Background: an optimization exercise with open tools, aiming at a short achievable clock period, few clock cycles and low power. Do not read the settings as production practice.
Where RTL was checked, it was by simulation tests only, not by an equivalence proof against the original.
For runs 6 and 7, only the layout was checked, not whether the RTL still works.
Power is estimated from default activity; no workload was simulated.

`design/flow/flow/run.sh`:
```
#!/bin/bash
# The standard layout (the standard.sh, unchanged synthesis and steps),
# with one change to clock tree synthesis: no dummy loads are added to
# balance the clock tree's leaf buffers.
set -euo pipefail
export CTS_ARGS="-sink_clustering_enable -repair_clock_nets -buf_list sky130_fd_sc_hd__clkbuf_8 -dont_use_dummy_load"
bash standard.sh > standard.log 2>&1
```
`design/flow/standard.sh`:
```
#!/bin/bash
# synth_recipe.tcl (not shown) runs the flow's synth.tcl, then flattens the netlist and writes it again
# the make line also repeats each setting of config.mk as NAME=value (left out here)
make -C /OpenROAD-flow-scripts/flow DESIGN_CONFIG=/design/flow/config.mk WORK_HOME=/design/flow/orfs CLKGATE_MAP_FILE= SYNTH_SCRIPT=/design/flow/synth_recipe.tcl "${@:-finish}"
```
`design/flow/config.mk`:
```
export PLATFORM = sky130hd
export DESIGN_NAME = e20_core
export DESIGN_NICKNAME = e20_core
export VERILOG_FILES = /design/flow/design.v
export SDC_FILE = /design/flow/constraint.sdc
export NUM_CORES = 4
export LEC_CHECK = 0
export ABC_CLOCK_PERIOD_IN_PS = 2000
export CAP_MARGIN = 20
export CORE_MARGIN = 2
export CORE_UTILIZATION = 40
export CTS_BUF_LIST = sky130_fd_sc_hd__clkbuf_8
export PLACE_DENSITY = 0.6
export SETUP_SLACK_MARGIN = 3.5
export SLEW_MARGIN = 20
```
`design/flow/constraint.sdc`:
```
create_clock -name core_clock -period 8.0 [get_ports {clk}]
set_input_delay 1.6000 -clock core_clock [delete_from_list [all_inputs] [get_ports {clk}]]
set_output_delay 1.6000 -clock core_clock [all_outputs]
set_load 0.01 [all_outputs]
```
`design/flow/design.v`:
```
module e20_core (
    input  wire        clk,
    input  wire        rst,          
    output reg         mem_req,
    output reg         mem_we,
    output reg  [12:0] mem_addr,
    output wire [15:0] mem_wdata,
    input  wire        mem_gnt,
    input  wire        mem_rvalid,
    input  wire [15:0] mem_rdata,
    output reg         halted
);
    localparam [2:0] OP_RRR  = 3'b000, OP_ADDI = 3'b001, OP_J   = 3'b010,
                     OP_JAL  = 3'b011, OP_LW   = 3'b100, OP_SW  = 3'b101,
                     OP_JEQ  = 3'b110, OP_SLTI = 3'b111;
    localparam [3:0] F_ADD = 4'b0000, F_SUB = 4'b0001, F_OR = 4'b0010,
                     F_AND = 4'b0011, F_SLT = 4'b0100, F_JR = 4'b1000;
    reg [15:0] regs [1:7];
    reg [12:0] pc;         
    reg        req_data;   
    reg [2:0]  q_v, q_ld, q_dr;
    reg        st_q;       
    reg [2:0]  st_s;       
    reg        ld_pend;    
    reg [2:0]  ld_d;       
    wire acc       = mem_req & mem_gnt;
    wire acc_read  = acc & ~mem_we;
    wire acc_fetch = acc & ~req_data;
    wire data_wait = mem_req & req_data & ~mem_gnt;    
    wire resp_ld   = mem_rvalid & q_ld[0];
    wire resp_ins  = mem_rvalid & ~q_ld[0] & ~q_dr[0];    
    wire [12:0] npc = pc + 13'd1;
    wire [12:0] pc2 = pc + 13'd2;
    wire smc = st_q & ((mem_addr[12:2] == pc[12:2]) | (mem_addr[12:2] == pc2[12:2]));
    assign mem_wdata = (st_s == 3'd0) ? 16'd0 : regs[st_s];
    wire        ivalid = resp_ins & ~halted & ~smc;
    wire [15:0] ir     = mem_rdata;
    wire [2:0]  op     = ir[15:13];
    wire [2:0]  ra     = ir[12:10];
    wire [2:0]  rb     = ir[9:7];
    wire [2:0]  rd_rrr = ir[6:4];
    wire [3:0]  func   = ir[3:0];
    wire [6:0]  imm7   = ir[6:0];
    wire [12:0] imm13  = ir[12:0];
    wire [15:0] simm   = {{9{imm7[6]}}, imm7};
    wire [15:0] va = (ra == 3'd0) ? 16'd0 : regs[ra];
    wire [15:0] vb = (rb == 3'd0) ? 16'd0 : regs[rb];
    wire [12:0] ea  = va[12:0] + simm[12:0];
    wire is_rrr  = (op == OP_RRR);
    wire is_lw   = (op == OP_LW);
    wire is_sw   = (op == OP_SW);
    wire is_j    = (op == OP_J);
    wire is_jal  = (op == OP_JAL);
    wire is_jeq  = (op == OP_JEQ);
    wire is_jr   = is_rrr & (func == F_JR);
    wire is_halt = is_j & (imm13 == pc);
    reg        wr;
    reg [2:0]  dst;
    reg [15:0] res;
    always @(*) begin
        wr  = 1'b0;
        dst = rb;
        res = va + simm;
        case (op)
            OP_RRR: begin
                dst = rd_rrr;
                wr  = (func[3:1] == 3'b000) | (func[3:1] == 3'b001) | (func == F_SLT);
                case (func)
                    F_ADD:   res = va + vb;
                    F_SUB:   res = va - vb;
                    F_OR:    res = va | vb;
                    F_AND:   res = va & vb;
                    default: res = {15'd0, va < vb};
                endcase
            end
            OP_ADDI: wr = 1'b1;
            OP_SLTI: begin wr = 1'b1; res = {15'd0, va < simm}; end
            OP_JAL:  begin wr = 1'b1; dst = 3'd7; res = {3'd0, npc}; end
            default: ;
        endcase
    end
    wire wr_nz = wr & (dst != 3'd0);
    wire rd_a = ~(is_j | is_jal);
    wire rd_b = is_rrr | is_sw | is_jeq;
    wire ld_hit = ld_pend & ((rd_a & ra == ld_d) | (rd_b & rb == ld_d) |
                             (wr_nz & dst == ld_d));
    wire stall = ld_hit
               | (resp_ld & wr_nz)                          
               | data_wait
               | (is_lw & ld_pend & ~resp_ld)
               | (is_halt & data_wait);
    wire exec = ivalid & ~stall;
    wire        eq      = (va == vb);
    wire [12:0] br_tgt  = npc + simm[12:0];
    wire        tk_jeq  = is_jeq & eq & (imm7 != 7'd0);
    wire        tk_j    = (is_j | is_jal) & ~is_halt;
    wire        tk_jr   = is_jr;
    reg  [12:0] tgt;
    always @(*) begin
        if (is_jeq)     tgt = br_tgt;
        else if (is_jr) tgt = va[12:0];
        else            tgt = imm13;
    end
    wire taken = exec & (tk_jeq | tk_j | tk_jr);
    wire refetch  = (resp_ins & stall & ~halted) | smc;
    wire redirect = taken | refetch;
    wire [1:0]  n_live = {1'b0, q_v[0] & ~q_ld[0] & ~q_dr[0]}
                       + {1'b0, q_v[1] & ~q_ld[1] & ~q_dr[1]}
                       + {1'b0, q_v[2] & ~q_ld[2] & ~q_dr[2]}
                       + {1'b0, acc_fetch};
    wire [12:0] fa_n = taken ? tgt : refetch ? pc : pc + {11'd0, n_live};
    wire mem_go  = exec & (is_sw | (is_lw & rb != 3'd0));
    wire halt_go = exec & is_halt;
    wire       pop  = mem_rvalid;
    wire [2:0] s_v  = pop ? {1'b0, q_v[2:1]}  : q_v;
    wire [2:0] s_ld = pop ? {1'b0, q_ld[2:1]} : q_ld;
    wire [2:0] s_dr = (pop ? {1'b0, q_dr[2:1]} : q_dr) | ({3{redirect}} & ~s_ld);
    wire [2:0] slot = ~s_v & {s_v[1:0], 1'b1};        
    wire [2:0] push = {3{acc_read}} & slot;
    wire       can_fetch = ~s_v[1] & ~(s_v[0] & acc_read);
    wire [15:0] rf_wd = resp_ld ? mem_rdata : res;
    wire [2:0]  rf_wa = resp_ld ? ld_d : dst;
    wire        rf_wr = resp_ld | (exec & wr_nz);
    wire [7:0]  rf_we = {8{rf_wr}} & (8'd1 << rf_wa);
    integer i;
    always @(posedge clk) begin
        if (rst) begin
            mem_req   <= 1'b1;
            mem_we    <= 1'b0;
            mem_addr  <= 13'd0;
            req_data  <= 1'b0;
            halted    <= 1'b0;
            pc        <= 13'd0;
            q_v <= 3'd0; q_ld <= 3'd0; q_dr <= 3'd0;
            ld_pend   <= 1'b0;
            ld_d      <= 3'd0;
            st_q      <= 1'b0;
            st_s      <= 3'd0;
            for (i = 1; i < 8; i = i + 1)
                regs[i] <= 16'd0;
        end else begin
            for (i = 1; i < 8; i = i + 1)
                if (rf_we[i]) regs[i] <= rf_wd;
            if (resp_ld) ld_pend <= 1'b0;
            if (exec & is_lw & rb != 3'd0) begin
                ld_pend <= 1'b1;
                ld_d    <= rb;
            end
            if (exec) pc <= taken ? tgt : npc;
            if (halt_go) halted <= 1'b1;
            st_q <= exec & is_sw;
            q_v  <= s_v | push;
            q_ld <= (s_ld & ~push) | (push & {3{req_data}});
            q_dr <= (s_dr & ~push) | (push & {3{redirect & ~req_data}});
            if (mem_go) begin
                mem_req   <= 1'b1;
                mem_we    <= is_sw;
                mem_addr  <= ea;
                st_s      <= rb;
                req_data  <= 1'b1;
            end else if (data_wait) begin
            end else if (halt_go | halted) begin
                mem_req   <= 1'b0;
                req_data  <= 1'b0;
            end else begin
                mem_req   <= can_fetch;
                mem_we    <= 1'b0;
                mem_addr  <= fa_n;
                req_data  <= 1'b0;
            end
        end
    end
endmodule
```
==> run_results.csv, run 1 <==
group,metric,value,unit
worst_setup_path,startpoint,"mem_rdata[8]",
worst_setup_path,cp_top_family,"compound AO/OA/AOI/OAI gates",
finish,drive_gt1_share,28.5,%
synthesis,ys_seq_area_share,20.9,%
power_and_ir_drop,power_density,118,nW/µm²
sta,maxSlewHeadroom,24.8,%
detailed_routing,drc_errors,0,
finish,syn_to_final_growth,28.0,%
clock_tree,cts_buffer_depth,2,
die,fp.dieH,199,µm
synthesis,synth_cell_types,106,
placement,dp_cells,2324,
grt,grt_max_degree,98,
clock_tree,path_clk_slew,0.07,ns
worst_setup_path,slowest_stage,"a2111oi_4",
finish,final_nets,2101,
detailed_routing,vias,15500,
finish,final_util,51.8,%
run,maxCapViolations,0,
worst_setup_path,end_kind,"register",
clock_tree,clockRootBuffer,"clkbuf_8",
detailed_routing,dr.pass1.iters,5,
sta,skew,0.0412,ns
detailed_routing,antenna_left,0,
sta,slew_violations,0,
power_and_ir_drop,power_frac_seq,37.7,%
clock_tree,hold_buffers,0,
min_path,hp-class,"register to register",
detailed_routing,route.met3.wl,4530,µm
die,num_io_pins,52,
grt,grt_pass1_vias,14900,
min_path,whs_endpoint,"regs[7][13]",
clock_tree,cts_inserted_buffers,17,
synthesis,yosys.area.top_type,"dfxtp_1",
grt,antenna_found_initial,0,
worst_setup_path,r2r_end,"mem_addr[11]",
synthesis,syn_avg_cell_area,8.09,µm²
die,num_rows,71,
grt,globalRoute.totalOverflow,0,
power_and_ir_drop,cellLeakagePower,7.43,nW
worst_setup_path,crit_type,"input pin to register",
placement,dp_hpwl,40300,µm
power_and_ir_drop,p_int,1.42,mW
power_and_ir_drop,p_switching,0.875,mW
power_and_ir_drop,power_frac_comb,41.3,%
worst_setup_path,critPathMaxFanout,7,
synthesis,ys.flop_type,"dfxtp_1",
synthesis,synthCells,1880,
synthesis,ys_async_sr_fraction,0,%
sta,worst_pin_slew,1.12,ns
power_and_ir_drop,switching_share,38.1,%
worst_setup_path,required,8.38,ns
sta,period_share,58.9,%
synthesis,yosysMostFrequentCell,"dfxtp_1",
power_and_ir_drop,irDropWorstVdd,113,µV
synthesis,synth_top_area_share,20.9,%
die,coreArea,37600,µm²
sta,tns,0,ns
synthesis,synth-edff-count,0,
detailed_routing,dr_wl_met2,27600,µm
worst_setup_path,crit_path_max_incr_delay,0.41,ns
worst_setup_path,start_kind,"input pin",
clock_tree,cts.sinks,159,
grt,grt_first_pass_wirelength,90800,µm
worst_setup_path,r2r_cells,15,
die,fp.dieW,199,µm
detailed_routing,wl_per_cell,24.4,µm
sta,rsz0062_at_grt,"yes",
synthesis,ys_seq_elements,159,
power_and_ir_drop,power,2.30,mW
die,dieArea,39600,µm²
finish,fill_cells,3465,
synthesis,ys.warnings.count,18,
worst_setup_path,arrival,5.09,ns
clock_tree,cts_tree,"done",
clock_tree,clk_latency,0.52,ns
worst_setup_path,worst-path-buf-inv,5,
placement,place.gp.congestion,1.04,
synthesis,syn_nets,2008,
finish,finalNonFillerCells,2482,
grt,grt_util_all_layers,30.4,%
detailed_routing,viasPerCell,6.26,
synthesis,ys_top_cells_by_area,"dfxtp_1 (21%), ha_1 (8.4%), mux4_2 (5.6%)",
placement,io_buffer_count,51,
sta,hold_viol_final,0,
synthesis,netlist_area,15200,µm²
die,start_util,40.5,%
status,run_status,"timing/DRC/antenna clean",
min_path,whs_path_depth,2,
detailed_routing,dr.max_layer_used,"met4",
detailed_routing,dr.first_iter.drc_count,1583,
clock_tree,htreeDepth,4,
min_path,hp-start,"regs[7][13]",
detailed_routing,m1WireLength,25100,µm
synthesis,netlist_top_cells_count,"dfxtp_1 (159), nor2_1 (151), a21oi_1 (145), o21ai_0 (131), nand2_1 (130)",
worst_setup_path,crit_chain,"buf_16 > buf_12 > nor2b_4 > buf_12 > a22o_4 > mux2i_4 > buf_4 > ha_4 > o21bai_4 > a2111oi_4 > o21ai_2 > a2111oi_4 > buf_4 > a2bb2oi_2 > xnor2_1 > o21ai_2 > o2bb2ai_4 > nor2_1 > mux2_4",
worst_setup_path,rr_startpoint,"pc[2]",
power_and_ir_drop,pwr-share-clk,21.0,%
detailed_routing,drt-total-wl,60700,µm
sta,setup-violations-final,0,
sta,fmax,0.212,GHz
finish,n_antenna_cell,0,
sta,fin_crit,4.71,ns
worst_setup_path,reg2reg_slack,3.76,ns
[sequential cells by signal (all words and copies together), names as in the netlist]
| name | count |
|---|---|
| mem_req | 1 |
| halted | 1 |
| ld_d | 3 |
| ld_pend | 1 |
| q_v | 3 |
| req_data | 1 |
| st_q | 1 |
| st_s | 3 |
| pc | 13 |
| q_dr | 3 |
| regs | 112 |
| mem_we | 1 |
| mem_addr | 13 |
| q_ld | 3 |
[power by group through the flow]
stage	clock network (mW)	logic (mW)	registers [mW]
floorplan	0	0.542	0.861
global placement	0	0.722	0.882
detailed placement	0	0.725	0.883
CTS	0.489	0.856	0.865
global route	0.515	1.01	0.870
finish	0.482	0.949	0.866
[cell type report]
type	count	area, µm²	share of cell area [%]
clock buffers	17	234	1.20
inverters	100	395	2.03
multi-input cells	1479	12600	64.7
flip-flops and latches	159	3180	16.4
well taps	511	639	3.29
repair buffers	216	2420	12.4
[stage by stage]
| stage | setup slack, ns | hold slack, ns | area [µm²] |
|---|---|---|---|
| floorplan | 3.11 | 0.451 | 15900 |
| global placement | 1.66 | 0.471 | 16300 |
| detailed placement | 1.58 | 0.474 | 16300 |
| CTS | 3.37 | 0.482 | 18400 |
| global route | 3.20 | 0.509 | 19500 |
| finish | 3.29 | 0.489 | 19500 |
[what timing repair did]
action | in CTS | in global routing
gates resized for setup | 202 | 135
buffers inserted | 68 | 56
gates cloned | 15 | 2
endpoints found under the setup margin | 166 | 132
hold endpoints to repair | 0 | 0
pin swaps | 60 | 70
[kinds of logic after synthesis]
| family | count (synthesis) | share of synthesized area, % |
|---|---|---|
| XOR/XNOR | 88 | 5.29 |
| buffers and inverters | 245 | 7.33 |
| AND/OR/NAND/NOR | 591 | 20.4 |
| adder cells (fa/ha/maj) | 108 | 9.18 |
| flip-flops | 159 | 20.9 |
| AO/OA/AOI/OAI | 538 | 23.3 |
| multiplexers | 151 | 13.5 |
[layout by cell type (no fill, tap or decap), types with 9 or more instances in the layout]
cell type        count
inv_2               12
inv_1               82
mux2_4              15
nor2b_1             26
a21oi_2             13
nand4_1             12
mux2_2              44
nor3_1              28
nand2_1            124
buf_6               15
o211ai_1            21
buf_12              14
a21o_1              12
dfxtp_1            158
nand3_1             39
o21ai_0             76
ha_1                73
clkbuf_8            17
a211oi_1            15
o21ai_2             17
clkdlybuf4s50_1     33
nor2_1             141
buf_16              10
mux4_2              38
o21ai_1             59
nand2b_1            30
a22o_1              14
mux2i_1             44
a31oi_1             11
xor2_1              24
a21oi_1            126
a221oi_1            19
buf_4              120
xnor2_1             52
nand3b_1            66
ha_4                23
o21a_1              16
bufbuf_16            9
[worst max path at each step]
stage,depth (start not counted),to,slack [ns]
floorplan,17,regs[1][9],3.11
global placement,17,regs[2][0],1.66
detailed placement,17,regs[3][12],1.58
CTS,18,regs[3][12],3.37
global route,19,regs[2][13],3.20
finish,19,regs[2][13],3.29
[per-layer routing]
metal  GRT usage [%]  vias to the layer above
li1                -                     7008
met1            39.1                     7585
met2            48.5                      745
met3            4.54                      204
met4            17.7                        0
met5               0                        -
[worst min-delay path, stage by stage (launching register included)]
cell and delay [ns]:
dfxtp_1 0.33, nand2_1 0.06, a21oi_1 0.05
Testbench counts, summed over its fixed seeds: cycles 285,732.
==> run 2, diff against run 1 <==
==> design/flow/config.mk (replaced) <==
export PLATFORM = sky130hd
export DESIGN_NAME = e20_core
export DESIGN_NICKNAME = e20_core
export VERILOG_FILES = /design/flow/design.v
export SDC_FILE = /design/flow/constraint.sdc
export NUM_CORES = 4
export LEC_CHECK = 0
export ABC_CLOCK_PERIOD_IN_PS = 4000
export CAP_MARGIN = 20
export CORE_MARGIN = 2
export CORE_UTILIZATION = 40
export CTS_BUF_LIST = sky130_fd_sc_hd__clkbuf_8
export PLACE_DENSITY = 0.6
export SETUP_SLACK_MARGIN = 3.0
export SLEW_MARGIN = 20
==> run_results.csv, run 2 <==
group,metric,value,unit
status,run_status,"timing/DRC/antenna clean",
grt,antenna_found_initial,0,
clock_tree,cts_buffer_depth,2,
synthesis,ys_seq_elements,159,
worst_setup_path,arrival,5.38,ns
finish,layout_common_cells,"dfxtp_1 (158), nor2_1 (145), a21oi_1 (130)",
detailed_routing,dr.first_iter.drc_count,1494,
finish,final_util,47.0,%
finish,n_antenna_cell,0,
clock_tree,hold_buffers,0,
die,num_rows,71,
power_and_ir_drop,power_density,122,nW/µm²
worst_setup_path,critPathMaxFanout,7,
sta,period_share,62.3,%
die,coreArea,37600,µm²
detailed_routing,viasPerCell,6.20,
sta,worst_pin_slew,1.25,ns
synthesis,syn_avg_cell_area,8.09,µm²
synthesis,ys_async_sr_fraction,0,%
sta,tns,0,ns
clock_tree,cts.sinks,159,
synthesis,netlist_area,15200,µm²
sta,hold_viol_final,0,
finish,fill_cells,3650,
grt,grt_first_pass_wirelength,85200,µm
min_path,hp-class,"register to register",
die,fp.dieH,199,µm
worst_setup_path,start_kind,"input pin",
detailed_routing,antenna_left,0,
worst_setup_path,crit_type,"input pin to register",
die,fp.dieW,199,µm
detailed_routing,dr.pass1.iters,8,
detailed_routing,vias,14800,
placement,io_buffer_count,51,
placement,dp_hpwl,39700,µm
grt,grt_pass1_vias,13900,
clock_tree,clk_latency,0.51,ns
sta,slew_violations,0,
clock_tree,cts_inserted_buffers,17,
synthesis,synthCells,1880,
grt,grt_max_degree,108,
finish,top_regs,"regs x112, mem_addr x13, pc x13",
sta,rsz0062_at_grt,"yes",
synthesis,ys.flop_type,"dfxtp_1",
detailed_routing,wl_per_cell,23.9,µm
die,start_util,40.5,%
power_and_ir_drop,cellLeakagePower,6.66,nW
synthesis,synth_top_area_share,20.9,%
finish,largest_register_ffs,112,
power_and_ir_drop,power,2.16,mW
synthesis,ys.warnings.count,18,
power_and_ir_drop,irDropWorstVdd,113,µV
synthesis,yosysMostFrequentCell,"dfxtp_1",
synthesis,synth-edff-count,0,
finish,seq_area,3180,µm²
min_path,whs_path_depth,2,
clock_tree,htreeDepth,4,
synthesis,syn_nets,2008,
finish,final_common_cell,"dfxtp_1",
synthesis,ys_top_cells_by_area,"dfxtp_1 (21%), ha_1 (8.4%), mux4_2 (5.6%)",
sta,setup-violations-final,0,
grt,grt_util_all_layers,28.3,%
placement,place.gp.congestion,0.992,
sta,fin_crit,4.98,ns
sta,fmax,0.201,GHz
worst_setup_path,r2r_cells,15,
run,maxCapViolations,0,
finish,multi_input_area,11800,µm²
synthesis,netlist_top_cells_count,"dfxtp_1 (159), nor2_1 (151), a21oi_1 (145), o21ai_0 (131), nand2_1 (130)",
die,dieArea,39600,µm²
detailed_routing,drt-total-wl,57000,µm
worst_setup_path,required,8.40,ns
finish,final_nets,2004,
synthesis,ys_seq_area_share,20.9,%
clock_tree,clockRootBuffer,"clkbuf_8",
die,num_io_pins,52,
sta,maxSlewHeadroom,16.1,%
worst_setup_path,end_kind,"register",
synthesis,synth_cell_types,106,
clock_tree,cts_tree,"done",
finish,syn_to_final_growth,16.0,%
grt,globalRoute.totalOverflow,0,
sta,skew,0.0319,ns
synthesis,yosys.area.top_type,"dfxtp_1",
detailed_routing,drc_errors,0,
finish,drive_gt1_share,18.8,%
finish,regMostFlops,"regs",
clock_tree,path_clk_slew,0.08,ns
==> run 2: cell count changes in the layout (fill, tap and decap cells not counted), sizes merged, moves of 2 or more <==
cell and delta:
clkdlybuf4s50 +7, buf -92, and2 -2, dlygate4sd2 -3
clkinvlp -2, bufbuf -6
==> run 2: logic make-up (layout without fill, tap and decap cells) <==
| kind of cell | after synthesis | in the layout | synth area share (%) |
|---|---|---|---|
| compound gates | 538 | 539 | 23.3 |
| mux | 151 | 151 | 13.5 |
| buf+inv | 245 | 238 | 7.33 |
| flops | 159 | 159 | 20.9 |
| fa+ha+maj | 108 | 108 | 9.18 |
| simple gates | 591 | 591 | 20.4 |
| xor+xnor | 88 | 88 | 5.29 |
==> run 2: area by class of cell <==
class                   instances  share of cell area (%)
repair buffers                121                    8.27
well taps                     511                    3.62
inverters                     100                    2.13
clock buffers                  17                    1.33
multi-input cells            1477                    66.6
flip-flops and latches        159                    18.0
==> run 2: what timing repair did <==
item,CTS,global route
gates resized for setup,92,104
setup buffers,10,24
pin swaps,9,30
cloned,5,6
endpoints found under the setup margin,142,96
==> run 2: where the power goes <==
part	total, mW	internal, mW	switching (mW)
combinational	0.824	0.336	0.488
clock	0.467	0.187	0.280
sequential	0.866	0.819	0.0470
total	2.16	1.34	0.815
==> run 2: worst paths after layout <==
kind | from | endpoint | slack [ns]
setup / recovery | mem_rdata[11] | regs[1][11] | 3.02
hold / removal | regs[5][5] | regs[5][5] | 0.49
setup reg to reg | pc[1] | mem_addr[11] | 3.79
hold reg to reg | regs[5][5] | regs[5][5] | 0.49
==> run 2: critical path, cell delays in order <==
cell and delay, ns:
buf_6 0.15, buf_12 0.16, mux2_2 0.37, a221oi_4 0.27, a21oi_4 0.10, buf_4 0.15
buf_4 0.15, ha_1 0.29, nor2b_1 0.06, o21ai_1 0.27, a31oi_4 0.16, a31oi_2 0.33
nor2_1 0.07, nor2_1 0.13, xnor2_1 0.18, a221oi_1 0.17, a311o_2 0.55, o21ai_0 0.20
==> run 2: through the flow <==
stage	hold WS [ns]	instances	worst slack (ns)	area [µm²]
global placement	0.463	2322	1.00	15900
global route	0.515	2385	2.93	17600
floorplan	0.450	1880	3.02	15300
detailed placement	0.472	2322	1.00	15900
CTS	0.488	2354	3.00	16800
finish	0.487	2385	3.02	17600
==> run 2: layer usage <==
metal	up-vias	GRT usage [%]	routed length (µm)
li1	6791	-	-
met1	7127	38.2	24200
met2	726	45.0	26000
met3	151	4.27	4430
met4	0	12.2	2380
met5	-	0	0
==> run 3, diff against run 2 <==
--- a/design/flow/config.mk
+++ b/design/flow/config.mk
@@ -5,7 +5,7 @@
 export SDC_FILE = /design/flow/constraint.sdc
 export NUM_CORES = 4
 export LEC_CHECK = 0
-export ABC_CLOCK_PERIOD_IN_PS = 4000
+export ABC_CLOCK_PERIOD_IN_PS = 3000
 export CAP_MARGIN = 20
 export CORE_MARGIN = 2
 export CORE_UTILIZATION = 40
==> run_results.csv, run 3 <==
group,metric,value,unit
status,run_status,"timing/DRC/antenna clean",
synthesis,yosys.area.top_type,"dfxtp_1",
min_path,whs_endpoint,"regs[5][5]",
grt,antenna_found_initial,0,
worst_setup_path,r2r_end,"mem_addr[11]",
sta,whs,0.487,ns
grt,globalRoute.totalOverflow,0,
worst_setup_path,reg2reg_slack,3.79,ns
synthesis,synth-simple-area-share,20.4,%
die,num_io_pins,52,
clock_tree,cts_buffer_depth,2,
worst_setup_path,arrival,5.38,ns
power_and_ir_drop,cellLeakagePower,6.66,nW
synthesis,ys.warnings.count,18,
sta,fin_crit,4.98,ns
synthesis,synth_top_family_by_area,"compound AO/OA/AOI/OAI gates",
detailed_routing,vias,14800,
synthesis,synth-compound-area-share,23.3,%
sta,tns,0,ns
clock_tree,cts.sinks,159,
sta,period_share,62.3,%
sta,setup-violations-final,0,
detailed_routing,dr.first_iter.drc_count,1494,
die,start_util,40.5,%
synthesis,synth_top_area_share,20.9,%
worst_setup_path,start_kind,"input pin",
synthesis,synthCells,1880,
finish,top_regs,"regs x112, mem_addr x13, pc x13",
detailed_routing,antenna_left,0,
sta,worst_pin_slew,1.25,ns
worst_setup_path,required,8.40,ns
clock_tree,cts_tree,"done",
synthesis,yosys.area_share.xor_xnor,5.29,%
detailed_routing,wl_per_cell,23.9,µm
sta,rsz0062_at_grt,"yes",
die,num_rows,71,
clock_tree,htreeDepth,4,
finish,final_common_cell,"dfxtp_1",
finish,multi_input_area,11800,µm²
grt,grt_util_all_layers,28.3,%
grt,grt_first_pass_wirelength,85200,µm
die,dieArea,39600,µm²
finish,fill_cells,3650,
finish,largest_register_ffs,112,
grt,grt_pass1_vias,13900,
detailed_routing,dr.pass1.iters,8,
synthesis,syn_nets,2008,
sta,maxSlewHeadroom,16.1,%
worst_setup_path,r2r_cells,15,
placement,place.gp.congestion,0.992,
synthesis,syn_avg_cell_area,8.09,µm²
finish,final_nets,2004,
finish,layout_common_cells,"dfxtp_1 (158), nor2_1 (145), a21oi_1 (130)",
sta,fmax,0.201,GHz
synthesis,synthAdderAreaFrac,9.18,%
die,fp.dieH,199,µm
finish,regMostFlops,"regs",
min_path,hp-class,"register to register",
detailed_routing,viasPerCell,6.20,
die,coreArea,37600,µm²
die,fp.dieW,199,µm
finish,n_antenna_cell,0,
synthesis,ys_seq_area_share,20.9,%
placement,preCtsSetupSlack,1.00,ns
finish,seq_area,3180,µm²
clock_tree,clockRootBuffer,"clkbuf_8",
clock_tree,hold_buffers,0,
finish,syn_to_final_growth,16.0,%
clock_tree,path_clk_slew,0.08,ns
sta,hold_viol_final,0,
sta,skew,0.0319,ns
synthesis,ys.flop_type,"dfxtp_1",
synthesis,synth-edff-count,0,
synthesis,ys_async_sr_fraction,0,%
placement,io_buffer_count,51,
clock_tree,cts_inserted_buffers,17,
min_path,hp-start,"regs[5][5]",
synthesis,synth_cell_types,106,
placement,dp_hpwl,39700,µm
sta,slew_violations,0,
power_and_ir_drop,power_density,122,nW/µm²
worst_setup_path,end_kind,"register",
run,maxCapViolations,0,
synthesis,ys_seq_elements,159,
power_and_ir_drop,irDropWorstVdd,113,µV
synthesis,ys_top_cells_by_area,"dfxtp_1 (21%), ha_1 (8.4%), mux4_2 (5.6%)",
synthesis,yosysMostFrequentCell,"dfxtp_1",
finish,drive_gt1_share,18.8,%
detailed_routing,drc_errors,0,
sta,layout_setup_ws,3.02,ns
synthesis,muxShareOfSynthArea,13.5,%
synthesis,netlist_area,15200,µm²
grt,grt_max_degree,108,
worst_setup_path,crit_type,"input pin to register",
clock_tree,clk_latency,0.51,ns
synthesis,netlist_top_cells_count,"dfxtp_1 (159), nor2_1 (151), a21oi_1 (145), o21ai_0 (131), nand2_1 (130)",
worst_setup_path,rr_startpoint,"pc[1]",
worst_setup_path,critPathMaxFanout,7,
min_path,whs_path_depth,2,
detailed_routing,drt-total-wl,57000,µm
run 3: cell counts after synthesis:
Identical to the previous run, type by type.
run 3: layout make-up:
class | instances | share of cell area (%)
Sequential cell | 159 | 18.0
Timing Repair Buffer | 121 | 8.27
Multi-Input combinational cell | 1477 | 66.6
Tap cell | 511 | 3.62
Inverter | 100 | 2.13
Clock buffer | 17 | 1.33
run 3: per-stage QoR:
stage               cells  utilization [%]  area (µm²)  total power, mW
finish               2385             47.0       17600             2.16
global route         2385             47.0       17600             2.26
floorplan            1880                -       15300             1.37
CTS                  2354             44.6       16800             2.09
detailed placement   2322             42.2       15900             1.58
global placement     2322             42.2       15900             1.57
run 3: layer usage:
layer | GRT usage [%] | up-vias | part of all wire [%]
met3 | 4.27 | 151 | 7.8
met4 | 12.2 | 0 | 4.2
li1 | - | 6791 | -
met2 | 45.0 | 726 | 46
met1 | 38.2 | 7127 | 42
met5 | 0 | - | 0
run 3: repair_timing:
item	4_1_cts	5_1_grt
setup endpoints to repair	142	96
gates cloned	5	6
pin swaps	9	30
setup buffers	10	24
resized for setup	92	104
run 3: how the worst max path moves through the flow:
stage	from	end
2_1_floorplan	mem_rdata[12]	regs[1][13]
3_3_place_gp	mem_rdata[10]	regs[1][0]
3_5_place_dp	mem_rdata[10]	regs[1][0]
4_1_cts	mem_rdata[12]	regs[2][12]
5_1_grt	mem_rdata[10]	regs[2][12]
6_report	mem_rdata[11]	regs[1][11]
run 3: critical path, cell delays in order:
cell and delay (ns):
buf_6 0.15, buf_12 0.16, mux2_2 0.37, a221oi_4 0.27
a21oi_4 0.10, buf_4 0.15, buf_4 0.15, ha_1 0.29
nor2b_1 0.06, o21ai_1 0.27, a31oi_4 0.16, a31oi_2 0.33
nor2_1 0.07, nor2_1 0.13, xnor2_1 0.18, a221oi_1 0.17
a311o_2 0.55, o21ai_0 0.20
run 3: power by group:
group,internal (mW),switching (mW),leakage [nW]
Clock,0.187,0.280,0.122
Combinational,0.336,0.488,5.25
Sequential,0.819,0.0470,1.29
Total,1.34,0.815,6.66
run 3: logic make-up after synthesis:
family	count (synthesis)
buf+inv	245
fa+ha+maj	108
simple gates	591
mux	151
xor+xnor	88
compound gates	538
flops	159
==> run 4, diff against run 3 <==
--- a/design/flow/config.mk
+++ b/design/flow/config.mk
@@ -6,10 +6,10 @@
 export NUM_CORES = 4
 export LEC_CHECK = 0
 export ABC_CLOCK_PERIOD_IN_PS = 3000
-export CAP_MARGIN = 20
+export CAP_MARGIN = 0
 export CORE_MARGIN = 2
 export CORE_UTILIZATION = 40
 export CTS_BUF_LIST = sky130_fd_sc_hd__clkbuf_8
 export PLACE_DENSITY = 0.6
 export SETUP_SLACK_MARGIN = 3.0
-export SLEW_MARGIN = 20
+export SLEW_MARGIN = 0
==> run_results.csv, run 4 <==
group,metric,value,unit
clock_tree,clk_latency,0.52,ns
synthesis,netlist_area,15200,µm²
power_and_ir_drop,switching_share,38.1,%
die,fp.dieH,199,µm
power_and_ir_drop,pwr-share-clk,22.1,%
synthesis,synth_top_area_share,20.9,%
worst_setup_path,r2r_cells,15,
worst_setup_path,arrival,5.41,ns
synthesis,ys_seq_area_share,20.9,%
min_path,whs_endpoint,"regs[5][5]",
placement,io_buffer_count,51,
finish,fill_cells,3655,
die,coreArea,37600,µm²
detailed_routing,antenna_left,0,
sta,period_share,63.0,%
die,start_util,40.5,%
grt,met3_usage,5.00,%
placement,place.gp.congestion,0.992,
finish,largest_register_ffs,112,
power_and_ir_drop,p_switching,0.826,mW
finish,final_common_cell,"dfxtp_1",
worst_setup_path,crit_path_max_incr_delay,0.41,ns
clock_tree,clockRootBuffer,"clkbuf_8",
worst_setup_path,crit_path_frequent_cell,"o21ai_0",
synthesis,netlist_top_cells_count,"dfxtp_1 (159), nor2_1 (151), a21oi_1 (145), o21ai_0 (131), nand2_1 (130)",
finish,top_regs,"regs x112, mem_addr x13, pc x13",
worst_setup_path,rr_startpoint,"pc[2]",
placement,dp_hpwl,39700,µm
clock_tree,cts.sinks,159,
min_path,hp-class,"register to register",
run,maxCapViolations,0,
detailed_routing,viasPerCell,6.24,
synthesis,synth_cell_types,106,
power_and_ir_drop,power_frac_comb,38.0,%
die,num_io_pins,52,
sta,rsz0062_at_grt,"yes",
sta,fin_crit,5.04,ns
worst_setup_path,crit_chain,"buf_12 > buf_16 > nor2b_4 > nand2_1 > o211ai_1 > o21ai_0 > a22oi_2 > buf_4 > ha_1 > nor2b_1 > o21ba_2 > a31oi_2 > buf_4 > a21oi_1 > o21ai_0 > xor2_1 > a311oi_2 > nand2_2 > o21ai_0",
worst_setup_path,required,8.36,ns
clock_tree,htreeDepth,4,
grt,grt_most_used_layer,"met2",
detailed_routing,wl_per_cell,23.9,µm
grt,grt_use_met1,37.6,%
synthesis,ys_top_cells_by_area,"dfxtp_1 (21%), ha_1 (8.4%), mux4_2 (5.6%)",
detailed_routing,dr.first_iter.drc_count,1528,
grt,grt_max_degree,108,
finish,syn_to_final_growth,16.1,%
grt,grt_pass1_vias,13800,
worst_setup_path,crit_type,"input pin to register",
finish,final_nets,2012,
finish,drive_gt1_share,19.2,%
die,dieArea,39600,µm²
clock_tree,cts_tree,"done",
sta,worst_pin_slew,1.31,ns
sta,skew,0.0282,ns
sta,maxSlewHeadroom,12.0,%
clock_tree,cts_buffer_depth,2,
detailed_routing,vias,14900,
worst_setup_path,end_kind,"register",
clock_tree,path_clk_slew,0.08,ns
synthesis,yosysMostFrequentCell,"dfxtp_1",
worst_setup_path,r2r_end,"mem_addr[11]",
power_and_ir_drop,cellLeakagePower,6.68,nW
worst_setup_path,start_kind,"input pin",
finish,layout_common_cells,"dfxtp_1 (158), nor2_1 (147), a21oi_1 (132)",
detailed_routing,dr.pass1.iters,6,
die,fp.dieW,199,µm
synthesis,yosys.area.top_type,"dfxtp_1",
grt,grt_first_pass_wirelength,84500,µm
detailed_routing,drc_errors,0,
sta,tns,0,ns
min_path,whs_path_depth,2,
grt,met2_usage,45.4,%
grt,globalRoute.totalOverflow,0,
worst_setup_path,critPathMaxFanout,18,
power_and_ir_drop,power_density,123,nW/µm²
synthesis,ys.flop_type,"dfxtp_1",
power_and_ir_drop,p_int,1.34,mW
detailed_routing,drt-total-wl,57300,µm
status,run_status,"timing/DRC/antenna clean",
grt,grt_util_all_layers,28.1,%
clock_tree,cts_inserted_buffers,17,
sta,whs,0.487,ns
synthesis,syn_avg_cell_area,8.09,µm²
finish,n_antenna_cell,0,
synthesis,ys_seq_elements,159,
sta,fmax,0.198,GHz
synthesis,synth-edff-count,0,
worst_setup_path,slowest_stage,"xor2_1",
power_and_ir_drop,power_frac_seq,40.0,%
worst_setup_path,reg2reg_slack,3.80,ns
sta,setup-violations-final,0,
power_and_ir_drop,irDropWorstVdd,113,µV
die,num_rows,71,
grt,antenna_found_initial,0,
synthesis,ys_async_sr_fraction,0,%
synthesis,ys.warnings.count,18,
finish,regMostFlops,"regs",
synthesis,syn_nets,2008,
synthesis,synthCells,1880,
sta,slew_violations,0,
sta,hold_viol_final,0,
finish,final_util,47.0,%
min_path,hp-start,"regs[5][5]",
## run 4: cell counts after synthesis
Identical to the previous run, type by type.
## run 4: per-layer routing
layer	share of wire, %	routed length, µm
met3	7.6	4330
met5	0.10	58
met4	3.7	2100
met2	46	26400
met1	43	24400
## run 4: cell type report
| class | instances | area, µm² | share of cell area, % |
|---|---|---|---|
| multi-input cells | 1477 | 11800 | 66.6 |
| flip-flops and latches | 159 | 3180 | 18.0 |
| repair buffers | 129 | 1460 | 8.28 |
| well taps | 511 | 639 | 3.62 |
| inverters | 100 | 375 | 2.13 |
| clock buffers | 17 | 234 | 1.33 |
## run 4: worst max-delay path, delay by kind of cell
| family | cells | cell delay (ns) |
|---|---|---|
| XOR/XNOR | 1 | 0.41 |
| AND/OR/NAND/NOR | 4 | 0.69 |
| adder cells (fa/ha/maj) | 1 | 0.27 |
| AO/OA/AOI/OAI | 9 | 1.66 |
| buffers and inverters | 4 | 0.74 |
## run 4: cell families after synthesis
family	count (synthesis)	share of synthesized area, %
AO/OA/AOI/OAI	538	23.3
adder cells (fa/ha/maj)	108	9.18
flip-flops	159	20.9
buffers and inverters	245	7.33
multiplexers	151	13.5
XOR/XNOR	88	5.29
AND/OR/NAND/NOR	591	20.4
## run 4: worst max-delay path by stage
stage,start,endpoint,slack (ns),depth (start not counted)
after floorplan,mem_rdata[12],regs[1][13],3.02,16
after CTS,mem_rdata[9],regs[7][12],2.96,17
after global placement,mem_rdata[10],regs[1][0],1.00,18
final,mem_rdata[10],regs[1][9],2.96,19
after detailed placement,mem_rdata[10],regs[1][0],1.0,18
after global routing,mem_rdata[10],regs[1][9],2.92,19
## run 4: repair_timing
action                                  CTS  global route
buffers inserted                         10            34
cloned                                    4             6
pin swaps                                 8            35
endpoints found under the hold margin     0             0
endpoints found under the setup margin  141           111
hold buffers                              0             0
resized for setup                        89           105
## run 4: stage by stage
stage               power [mW]  worst slack (ns)  instance area [µm²]  cells
floorplan                 1.37              3.02                15300   1880
global placement          1.57              1.00                15900   2322
detailed placement        1.58             0.997                15900   2322
CTS                       2.09              2.96                16700   2353
global route              2.27              2.92                17700   2393
finish                    2.17              2.96                17700   2393
## run 4: power groups by stage
| stage | Clock, mW | Sequential (mW) | Combinational, mW |
|---|---|---|---|
| after floorplan | 0 | 0.861 | 0.508 |
| after global placement | 0 | 0.882 | 0.691 |
| after detailed placement | 0 | 0.883 | 0.692 |
| after CTS | 0.483 | 0.864 | 0.742 |
| after global routing | 0.518 | 0.870 | 0.878 |
| final | 0.478 | 0.866 | 0.823 |
==> run 5, diff against run 4 <==
==> design/flow/flow/run.sh (replaced) <==
#!/bin/bash
# The standard layout (the standard.sh, unchanged synthesis and steps),
# with one change to clock tree synthesis: no dummy loads are added to
# balance the clock tree's leaf buffers.
set -euo pipefail
export CTS_ARGS="-sink_clustering_enable -repair_clock_nets -buf_list sky130_fd_sc_hd__clkbuf_8 -sink_clustering_size 30 -sink_clustering_max_diameter 150 -dont_use_dummy_load"
bash standard.sh > standard.log 2>&1
--- a/design/flow/config.mk
+++ b/design/flow/config.mk
@@ -6,10 +6,10 @@
 export NUM_CORES = 4
 export LEC_CHECK = 0
 export ABC_CLOCK_PERIOD_IN_PS = 3000
-export CAP_MARGIN = 0
+export CAP_MARGIN = 20
 export CORE_MARGIN = 2
 export CORE_UTILIZATION = 40
 export CTS_BUF_LIST = sky130_fd_sc_hd__clkbuf_8
 export PLACE_DENSITY = 0.6
 export SETUP_SLACK_MARGIN = 3.0
-export SLEW_MARGIN = 0
+export SLEW_MARGIN = 20
==> run_results.csv, run 5 <==
group,metric,value,unit
status,run_status,"timing/DRC/antenna clean",
clock_tree,cts_buffer_depth,2,
sta,hold_viol_final,0,
synthesis,synth-simple-area-share,20.4,%
grt,grt_max_degree,108,
synthesis,synth-compound-area-share,23.3,%
finish,layout_common_cells,"dfxtp_1 (158), nor2_1 (145), a21oi_1 (130)",
synthesis,synth_top_area_share,20.9,%
sta,skew,0.0319,ns
min_path,hp-start,"regs[5][5]",
synthesis,ys.warnings.count,18,
sta,fin_crit,4.98,ns
worst_setup_path,reg2reg_slack,3.79,ns
sta,tns,0,ns
detailed_routing,antenna_left,0,
power_and_ir_drop,irDropWorstVdd,113,µV
synthesis,syn_avg_cell_area,8.09,µm²
power_and_ir_drop,pwr-share-clk,21.6,%
sta,worst_pin_slew,1.25,ns
worst_setup_path,r2r_cells,15,
worst_setup_path,crit_type,"input pin to register",
die,fp.dieH,199,µm
worst_setup_path,startpoint,"mem_rdata[11]",
power_and_ir_drop,p_int,1.34,mW
run,maxCapViolations,0,
finish,syn_to_final_growth,16.0,%
finish,final_common_cell,"dfxtp_1",
sta,setup-violations-final,0,
detailed_routing,m1WireLength,24200,µm
die,start_util,40.5,%
power_and_ir_drop,power_frac_comb,38.2,%
detailed_routing,dr.pass1.iters,8,
clock_tree,cts.sinks,159,
synthesis,synth_cell_types,106,
worst_setup_path,rr_startpoint,"pc[1]",
grt,grt_util_all_layers,28.3,%
synthesis,syn_nets,2008,
clock_tree,clk_latency,0.51,ns
power_and_ir_drop,power_frac_seq,40.2,%
clock_tree,htreeDepth,4,
synthesis,yosys.area.top_type,"dfxtp_1",
finish,finalNonFillerCells,2385,
detailed_routing,route.met3.wl,4430,µm
finish,n_antenna_cell,0,
detailed_routing,dr.max_layer_used,"met4",
clock_tree,cts_inserted_buffers,17,
placement,dp_hpwl,39700,µm
worst_setup_path,arrival,5.38,ns
power_and_ir_drop,cellLeakagePower,6.66,nW
clock_tree,path_clk_slew,0.08,ns
synthesis,ys_seq_elements,159,
die,num_rows,71,
sta,maxSlewHeadroom,16.1,%
die,coreArea,37600,µm²
sta,layout_setup_ws,3.02,ns
synthesis,ys_async_sr_fraction,0,%
finish,drive_gt1_share,18.8,%
finish,top_regs,"regs x112, mem_addr x13, pc x13",
sta,slew_violations,0,
placement,dp_cells,2322,
grt,globalRoute.totalOverflow,0,
power_and_ir_drop,switching_share,37.8,%
synthesis,netlist_top_cells_count,"dfxtp_1 (159), nor2_1 (151), a21oi_1 (145), o21ai_0 (131), nand2_1 (130)",
worst_setup_path,end_kind,"register",
worst_setup_path,critPathCapture,"regs[1][11]",
synthesis,ys_top_cells_by_area,"dfxtp_1 (21%), ha_1 (8.4%), mux4_2 (5.6%)",
placement,place.gp.congestion,0.992,
finish,regMostFlops,"regs",
sta,period_share,62.3,%
power_and_ir_drop,p_switching,0.815,mW
grt,grt_pass1_vias,13900,
grt,grt_first_pass_wirelength,85200,µm
synthesis,synth_top_family_by_area,"compound AO/OA/AOI/OAI gates",
die,fp.dieW,199,µm
min_path,hp-class,"register to register",
clock_tree,clockRootBuffer,"clkbuf_8",
worst_setup_path,r2r_end,"mem_addr[11]",
worst_setup_path,start_kind,"input pin",
detailed_routing,vias,14800,
detailed_routing,drt-total-wl,57000,µm
detailed_routing,drc_errors,0,
detailed_routing,wl_per_cell,23.9,µm
synthesis,ys_seq_area_share,20.9,%
clock_tree,cts_tree,"done",
worst_setup_path,required,8.40,ns
synthesis,yosys.area_share.xor_xnor,5.29,%
placement,io_buffer_count,51,
synthesis,muxShareOfSynthArea,13.5,%
detailed_routing,dr.first_iter.drc_count,1494,
placement,preCtsSetupSlack,1.00,ns
worst_setup_path,critPathMaxFanout,7,
power_and_ir_drop,power_density,122,nW/µm²
die,num_io_pins,52,
synthesis,synth-edff-count,0,
grt,antenna_found_initial,0,
synthesis,yosysMostFrequentCell,"dfxtp_1",
detailed_routing,dr_wl_met2,26000,µm
synthesis,netlist_area,15200,µm²
detailed_routing,viasPerCell,6.20,
sta,fmax,0.201,GHz
finish,final_util,47.0,%
synthesis,synthCells,1880,
finish,largest_register_ffs,112,
synthesis,ys.flop_type,"dfxtp_1",
die,dieArea,39600,µm²
finish,final_nets,2004,
sta,rsz0062_at_grt,"yes",
clock_tree,hold_buffers,0,
synthesis,synthAdderAreaFrac,9.18,%
-- run 5: cell counts after synthesis --
Identical to the previous run, type by type.
-- run 5: critical path: stages --
cell	delay, ns
buf_6	0.15
buf_12	0.16
mux2_2	0.37
a221oi_4	0.27
a21oi_4	0.10
buf_4	0.15
buf_4	0.15
ha_1	0.29
nor2b_1	0.06
o21ai_1	0.27
a31oi_4	0.16
a31oi_2	0.33
nor2_1	0.07
nor2_1	0.13
xnor2_1	0.18
a221oi_1	0.17
a311o_2	0.55
o21ai_0	0.20
-- run 5: routing by layer --
metal / vias to the layer above / track usage (%)
met3: 151 / 4.27
met4: 0 / 12.2
met5: - / 0
met2: 726 / 45.0
li1: 6791 / -
met1: 7127 / 38.2
-- run 5: worst min-delay path by stage --
| stage | depth (start not counted) | slack (ns) | endpoint |
|---|---|---|---|
| final | 2 | 0.49 | regs[5][5] |
| after global routing | 2 | 0.52 | regs[7][13] |
| after CTS | 2 | 0.49 | regs[5][5] |
| after detailed placement | 2 | 0.47 | regs[5][5] |
| after global placement | 2 | 0.46 | regs[5][5] |
| after floorplan | 2 | 0.45 | regs[5][5] |
-- run 5: cell families after synthesis --
kind of cell,count (synthesis)
flip-flops,159
adder cells (fa/ha/maj),108
buffers and inverters,245
XOR/XNOR,88
AND/OR/NAND/NOR,591
multiplexers,151
AO/OA/AOI/OAI,538
-- run 5: cell type report --
class	count	area [µm²]
fill	3650	19900
tap	511	639
timing repair buffer	121	1460
sequential	159	3180
multi-input combinational	1477	11800
inverter	100	375
clock buffer	17	234
-- run 5: timing repair --
| item | 4_1_cts | 5_1_grt |
|---|---|---|
| pin swaps | 9 | 30 |
| resized for setup | 92 | 104 |
| buffers inserted | 10 | 24 |
| cloned | 5 | 6 |
| endpoints found under the setup margin | 142 | 96 |
-- run 5: power groups by stage --
stage / logic (mW) / registers (mW) / clock network (mW)
floorplan: 0.508 / 0.861 / 0
global placement: 0.691 / 0.882 / 0
detailed placement: 0.693 / 0.883 / 0
CTS: 0.744 / 0.864 / 0.482
global route: 0.881 / 0.870 / 0.507
finish: 0.824 / 0.866 / 0.467
-- run 5: per-stage QoR --
| step | power, mW | cell area (µm²) | hold WS [ns] |
|---|---|---|---|
| after CTS | 2.09 | 16800 | 0.488 |
| final | 2.16 | 17600 | 0.487 |
| after floorplan | 1.37 | 15300 | 0.450 |
| after global routing | 2.26 | 17600 | 0.515 |
| after global placement | 1.57 | 15900 | 0.463 |
| after detailed placement | 1.58 | 15900 | 0.472 |
==> run 6, diff against run 5 <==
--- a/design/flow/design.v
+++ b/design/flow/design.v
@@ -19,18 +19,18 @@
     reg [12:0] pc;         
     reg        req_data;   
     reg [2:0]  q_v, q_ld, q_dr;
-    reg        st_q;       
     reg [2:0]  st_s;       
-    reg        ld_pend;    
     reg [2:0]  ld_d;       
     wire acc       = mem_req & mem_gnt;
     wire acc_read  = acc & ~mem_we;
     wire acc_fetch = acc & ~req_data;
     wire data_wait = mem_req & req_data & ~mem_gnt;    
     wire resp_ld   = mem_rvalid & q_ld[0];
+    wire ld_pend   = (mem_req & req_data & ~mem_we) | (|(q_v & q_ld));
     wire resp_ins  = mem_rvalid & ~q_ld[0] & ~q_dr[0];    
     wire [12:0] npc = pc + 13'd1;
     wire [12:0] pc2 = pc + 13'd2;
+    wire st_q = mem_req & mem_we;     
     wire smc = st_q & ((mem_addr[12:2] == pc[12:2]) | (mem_addr[12:2] == pc2[12:2]));
     assign mem_wdata = (st_s == 3'd0) ? 16'd0 : regs[st_s];
     wire        ivalid = resp_ins & ~halted & ~smc;
@@ -132,23 +132,17 @@
             halted    <= 1'b0;
             pc        <= 13'd0;
             q_v <= 3'd0; q_ld <= 3'd0; q_dr <= 3'd0;
-            ld_pend   <= 1'b0;
             ld_d      <= 3'd0;
-            st_q      <= 1'b0;
             st_s      <= 3'd0;
             for (i = 1; i < 8; i = i + 1)
                 regs[i] <= 16'd0;
         end else begin
             for (i = 1; i < 8; i = i + 1)
                 if (rf_we[i]) regs[i] <= rf_wd;
-            if (resp_ld) ld_pend <= 1'b0;
-            if (exec & is_lw & rb != 3'd0) begin
-                ld_pend <= 1'b1;
+            if (exec & is_lw & rb != 3'd0)
                 ld_d    <= rb;
-            end
             if (exec) pc <= taken ? tgt : npc;
             if (halt_go) halted <= 1'b1;
-            st_q <= exec & is_sw;
             q_v  <= s_v | push;
             q_ld <= (s_ld & ~push) | (push & {3{req_data}});
             q_dr <= (s_dr & ~push) | (push & {3{redirect & ~req_data}});
==> design/flow/flow/run.sh (replaced) <==
#!/bin/bash
# The standard layout (the standard.sh, unchanged synthesis and steps),
# with one change to clock tree synthesis: no dummy loads are added to
# balance the clock tree's leaf buffers.
set -euo pipefail
export CTS_ARGS="-repair_clock_nets -buf_list sky130_fd_sc_hd__clkbuf_8 -sink_clustering_size 25 -dont_use_dummy_load"
bash standard.sh > standard.log 2>&1
==> run_results.csv, run 6 <==
group,metric,value,unit
sta,worst_pin_slew,1.14,ns
synthesis,syn_nets,2046,
sta,layout_setup_ws,3.04,ns
sta,rsz0062_at_grt,"yes",
detailed_routing,wl_per_cell,24.5,µm
min_path,hp-class,"register to register",
die,fp.dieW,198,µm
clock_tree,path_clk_slew,0.07,ns
worst_setup_path,reg2reg_slack,3.83,ns
synthesis,yosys.area.top_type,"dfxtp_1",
worst_setup_path,slowest_stage,"clkdlybuf4s50_1",
worst_setup_path,r2r_end,"pc[12]",
detailed_routing,antenna_left,0,
finish,final_cell_area,17700,µm²
finish,final_nets,2077,
worst_setup_path,worst-path-buf-inv,1,
worst_setup_path,r2r_cells,14,
synthesis,netlist_top_cells_count,"nor2_1 (179), dfxtp_1 (157), a21oi_1 (149), nand2_1 (142), o21ai_0 (111)",
finish,largest_register_ffs,112,
sta,setup-violations-final,0,
synthesis,ys.warnings.count,18,
detailed_routing,vias,15500,
synthesis,syn_avg_cell_area,7.86,µm²
grt,grt_first_pass_wirelength,88200,µm
grt,grt_max_degree,78,
run,maxCapViolations,0,
sta,fmax,0.201,GHz
synthesis,synthCells,1918,
power_and_ir_drop,cellLeakagePower,6.58,nW
synthesis,synth_top_area_share,20.8,%
detailed_routing,drc_errors,0,
synthesis,yosysMostFrequentCell,"nor2_1",
finish,layout_common_cells,"nor2_1 (177), dfxtp_1 (154), nand2_1 (140)",
synthesis,synth-edff-count,0,
grt,grt_util_all_layers,29.6,%
clock_tree,htreeDepth,4,
status,run_status,"timing/DRC/antenna clean",
power_and_ir_drop,irDropWorstVdd,109,µV
die,dieArea,39300,µm²
grt,globalRoute.totalOverflow,0,
worst_setup_path,crit_type,"input pin to register",
synthesis,ys_seq_elements,157,
die,coreArea,37400,µm²
die,start_util,40.3,%
sta,slew_violations,0,
min_path,whs_path_depth,2,
placement,preCtsSetupSlack,1.24,ns
die,fp.dieH,198,µm
detailed_routing,dr.first_iter.drc_count,1646,
sta,skew,0.0331,ns
clock_tree,clockRootBuffer,"clkbuf_8",
worst_setup_path,rr_startpoint,"pc[2]",
grt,antenna_found_initial,0,
worst_setup_path,crit_chain,"clkdlybuf4s50_1 > nor2_1 > nand3_1 > nor2_1 > a221oi_1 > o221ai_1 > nor2_1 > a21oi_1 > mux2i_1 > nor2_1",
worst_setup_path,required,8.40,ns
finish,regMostFlops,"regs",
worst_setup_path,crit_path_max_incr_delay,0.84,ns
detailed_routing,drt-total-wl,60300,µm
clock_tree,cts_tree,"done",
min_path,whs_endpoint,"regs[5][14]",
worst_setup_path,crit_path_frequent_cell,"nor2_1",
clock_tree,clk_latency,0.50,ns
sta,maxSlewHeadroom,23.7,%
synthesis,ys.flop_type,"dfxtp_1",
synthesis,ys_top_cells_by_area,"dfxtp_1 (21%), ha_1 (8.5%), mux2i_1 (7.2%)",
worst_setup_path,critPathMaxFanout,13,
finish,fill_cells,3642,
synthesis,netlist_area,15100,µm²
synthesis,ys_seq_area_share,20.8,%
finish,top_regs,"regs x112, mem_addr x13, pc x13",
clock_tree,cts_buffer_depth,2,
placement,io_buffer_count,51,
placement,dp_hpwl,42400,µm
die,num_io_pins,52,
sta,period_share,62.0,%
sta,tns,0,ns
placement,dpl_cell_area,16000,µm²
worst_setup_path,cp_top_family,"simple AND/OR/NAND/NOR gates",
finish,finalNonFillerCells,2458,
die,num_rows,71,
worst_setup_path,arrival,5.37,ns
clock_tree,hold_buffers,0,
sta,hold_viol_final,0,
grt,grt_pass1_vias,14300,
detailed_routing,viasPerCell,6.29,
power_and_ir_drop,power_density,123,nW/µm²
finish,drive_gt1_share,16.4,%
clock_tree,cts.sinks,157,
placement,place.gp.congestion,1.01,
placement,dp_cells,2382,
min_path,hp-start,"regs[5][14]",
finish,syn_to_final_growth,17.3,%
worst_setup_path,end_kind,"register",
synthesis,ys_async_sr_fraction,0,%
finish,final_common_cell,"nor2_1",
clock_tree,cts_inserted_buffers,17,
finish,n_antenna_cell,0,
worst_setup_path,cp_num_cells,10,
worst_setup_path,start_kind,"input pin",
detailed_routing,dr.pass1.iters,6,
synthesis,synth_cell_types,85,
sta,fin_crit,4.96,ns
==> run 6: cell count changes in the layout (fill, tap and decap cells not counted), sizes merged, moves of 23 or more <==
cell / change
mux2i: +55
nand3b: -46
o21ai: -37
buf: +32
nor2: +28
mux2: -23
==> run 6: repair_timing <==
item / in CTS / in global routing
buffers inserted: 22 / 29
pin swaps: 10 / 23
cloned: 1 / 7
resized for setup: 102 / 86
endpoints found under the setup margin: 141 / 130
==> run 6: routing by layer <==
| metal | part of all wire [%] | GRT usage, % | vias to the layer above |
|---|---|---|---|
| li1 | - | - | 7026 |
| met1 | 42 | 38.6 | 7512 |
| met2 | 46 | 48.0 | 775 |
| met3 | 8.1 | 4.58 | 143 |
| met4 | 4.2 | 13.5 | 0 |
| met5 | 0 | 0 | - |
==> run 6: worst min-delay path: cells and delay by family (launching register included) <==
family / cells / cell delay, ns
DFF: 1 / 0.33
AOI/OAI and AO/OA: 1 / 0.05
and+or+nand+nor: 1 / 0.06
==> run 6: area by class of cell <==
| type | count | area, µm² | share of cell area, % |
|---|---|---|---|
| multi-input combinational | 1519 | 11600 | 65.5 |
| sequential | 157 | 3150 | 17.8 |
| timing repair buffer | 153 | 1680 | 9.49 |
| tap | 511 | 639 | 3.61 |
| inverter | 101 | 394 | 2.23 |
| clock buffer | 17 | 234 | 1.32 |
==> run 6: power by group <==
part	leakage [nW]	switching, mW	total [mW]	internal (mW)
logic	5.18	0.505	0.831	0.325
registers	1.27	0.0501	0.861	0.810
clock network	0.122	0.288	0.476	0.187
total	6.58	0.844	2.17	1.32
==> run 6: worst max-delay path by stage <==
stage | start | to | slack (ns)
detailed placement | mem_rdata[11] | regs[6][9] | 1.24
floorplan | mem_rdata[10] | regs[1][12] | 3.00
finish | mem_rdata[3] | regs[3][3] | 3.04
global route | mem_rdata[10] | regs[5][15] | 2.91
CTS | mem_rdata[15] | mem_addr[4] | 2.93
global placement | mem_rdata[11] | regs[1][9] | 1.35
==> run 6: kinds of logic (layout without fill, tap and decap cells) <==
kind of cell,count (synthesis),count (layout),share of synthesized area [%]
fa+ha+maj,108,108,9.26
simple gates,594,594,19.0
compound gates,549,549,24.2
flops,157,157,20.8
buf+inv,242,271,6.57
mux,178,178,14.9
xor+xnor,90,90,5.23
==> run 6: metrics by stage <==
step / power [mW] / util [%] / hold WS, ns
6_report: 2.17 / 47.3 / 0.479
5_1_grt: 2.26 / 47.3 / 0.519
4_1_cts: 2.10 / 45.1 / 0.486
3_5_place_dp: 1.59 / 42.8 / 0.474
3_3_place_gp: 1.59 / 42.8 / 0.474
2_1_floorplan: 1.36 / - / 0.451
==> run 7, diff against run 6 <==
==> design/flow/flow/run.sh (replaced) <==
#!/bin/bash
# The standard layout (the standard.sh, unchanged synthesis and steps),
# with one change to clock tree synthesis: no dummy loads are added to
# balance the clock tree's leaf buffers.
set -euo pipefail
export CTS_ARGS="-sink_clustering_enable -repair_clock_nets -buf_list sky130_fd_sc_hd__clkbuf_8 -dont_use_dummy_load -sink_buffer_max_cap_derate 2.0"
bash standard.sh > standard.log 2>&1
==> run_results.csv, run 7 <==
group,metric,value,unit
status,run_status,"did not finish",
status,lastStage,"4_1_cts",
status,error,"[ERROR CTS-0109] sink_buffer_max_cap_derate needs to be between 0 and 1.0.",
synthesis,netlist_area,15100,µm²
die,fp.dieH,198,µm
synthesis,synthCells,1918,
synthesis,ys_top_cells_by_area,"dfxtp_1 (21%), ha_1 (8.5%), mux2i_1 (7.2%)",
synthesis,netlist_top_cells_count,"nor2_1 (179), dfxtp_1 (157), a21oi_1 (149), nand2_1 (142), o21ai_0 (111)",
placement,dpl_cell_area,16000,µm²
placement,place.gp.congestion,1.01,
synthesis,synth_top_area_share,20.8,%
die,num_io_pins,52,
placement,io_buffer_count,51,
placement,dp_hpwl,42400,µm
synthesis,ys_async_sr_fraction,0,%
synthesis,ys.flop_type,"dfxtp_1",
synthesis,syn_nets,2046,
die,start_util,40.3,%
synthesis,ys.warnings.count,18,
synthesis,synth_cell_types,85,
synthesis,synth-edff-count,0,
die,fp.dieW,198,µm
synthesis,yosys.area.top_type,"dfxtp_1",
synthesis,ys_seq_area_share,20.8,%
synthesis,ys_seq_elements,157,
synthesis,syn_avg_cell_area,7.86,µm²
die,num_rows,71,
synthesis,yosysMostFrequentCell,"nor2_1",
run 7: cell counts after synthesis:
No cell type changed its count.
run 7: how the worst max path moves through the flow:
stage	startpoint	endpoint	cells after the start
3_5_place_dp	mem_rdata[11]	regs[6][9]	12
3_3_place_gp	mem_rdata[11]	regs[1][9]	12
2_1_floorplan	mem_rdata[10]	regs[1][12]	16
run 7: cell families after synthesis:
| kind of cell | after synthesis | synth area share, % |
|---|---|---|
| mux | 178 | 14.9 |
| flops | 157 | 20.8 |
| fa+ha+maj | 108 | 9.26 |
| xor+xnor | 90 | 5.23 |
| compound gates | 549 | 24.2 |
| buf+inv | 242 | 6.57 |
| simple gates | 594 | 19.0 |
run 7: power groups by stage:
stage / Combinational (mW) / Clock [mW] / Sequential (mW)
after floorplan: 0.507 / 0 / 0.852
after global placement: 0.711 / 0 / 0.876
after detailed placement: 0.716 / 0 / 0.876
run 7: metrics by stage:
step                setup WS [ns]  instances
global placement             1.35       2382
floorplan                    3.00       1918
detailed placement           1.24       2382

==> static timing again, ports no longer ideal <==
Ports are ideal in the flow. The routed layouts listed here were re-timed in OpenROAD. Step 1 assumes that a clkbuf_16 drives the clock port and a buf_2 every other input. Step 2, shift: input delay + t, output delay - t, t = (earliest + latest rising clock arrival at the registers) / 2. This alone moves slack from input paths to output paths. a / b / c = ideal / step 1 / step 2; a / b = the first two.
| run | shift t [ns] | slack for setup (ns) | worst slew at a driven data input, ns |
|---|---|---|---|
| run 1 | 0.556 | 3.288 / 3.143 / 2.587 | 0.29 |
| run 2 | 0.541 | 3.018 / 2.990 / 2.449 | 0.16 |
| run 3 | 0.541 | 3.018 / 2.990 / 2.449 | 0.16 |
| run 4 | 0.556 | 2.957 / 2.937 / 2.381 | 0.15 |
| run 5 | 0.541 | 3.018 / 2.990 / 2.449 | 0.16 |
| run 6 | 0.530 | 3.037 / 2.897 / 2.366 | 0.27 |
After both steps setup and hold are still met in every run listed. The setup slack of run 1, which loses most, moves by -0.145 ns with the drivers and by -0.701 ns with both steps.
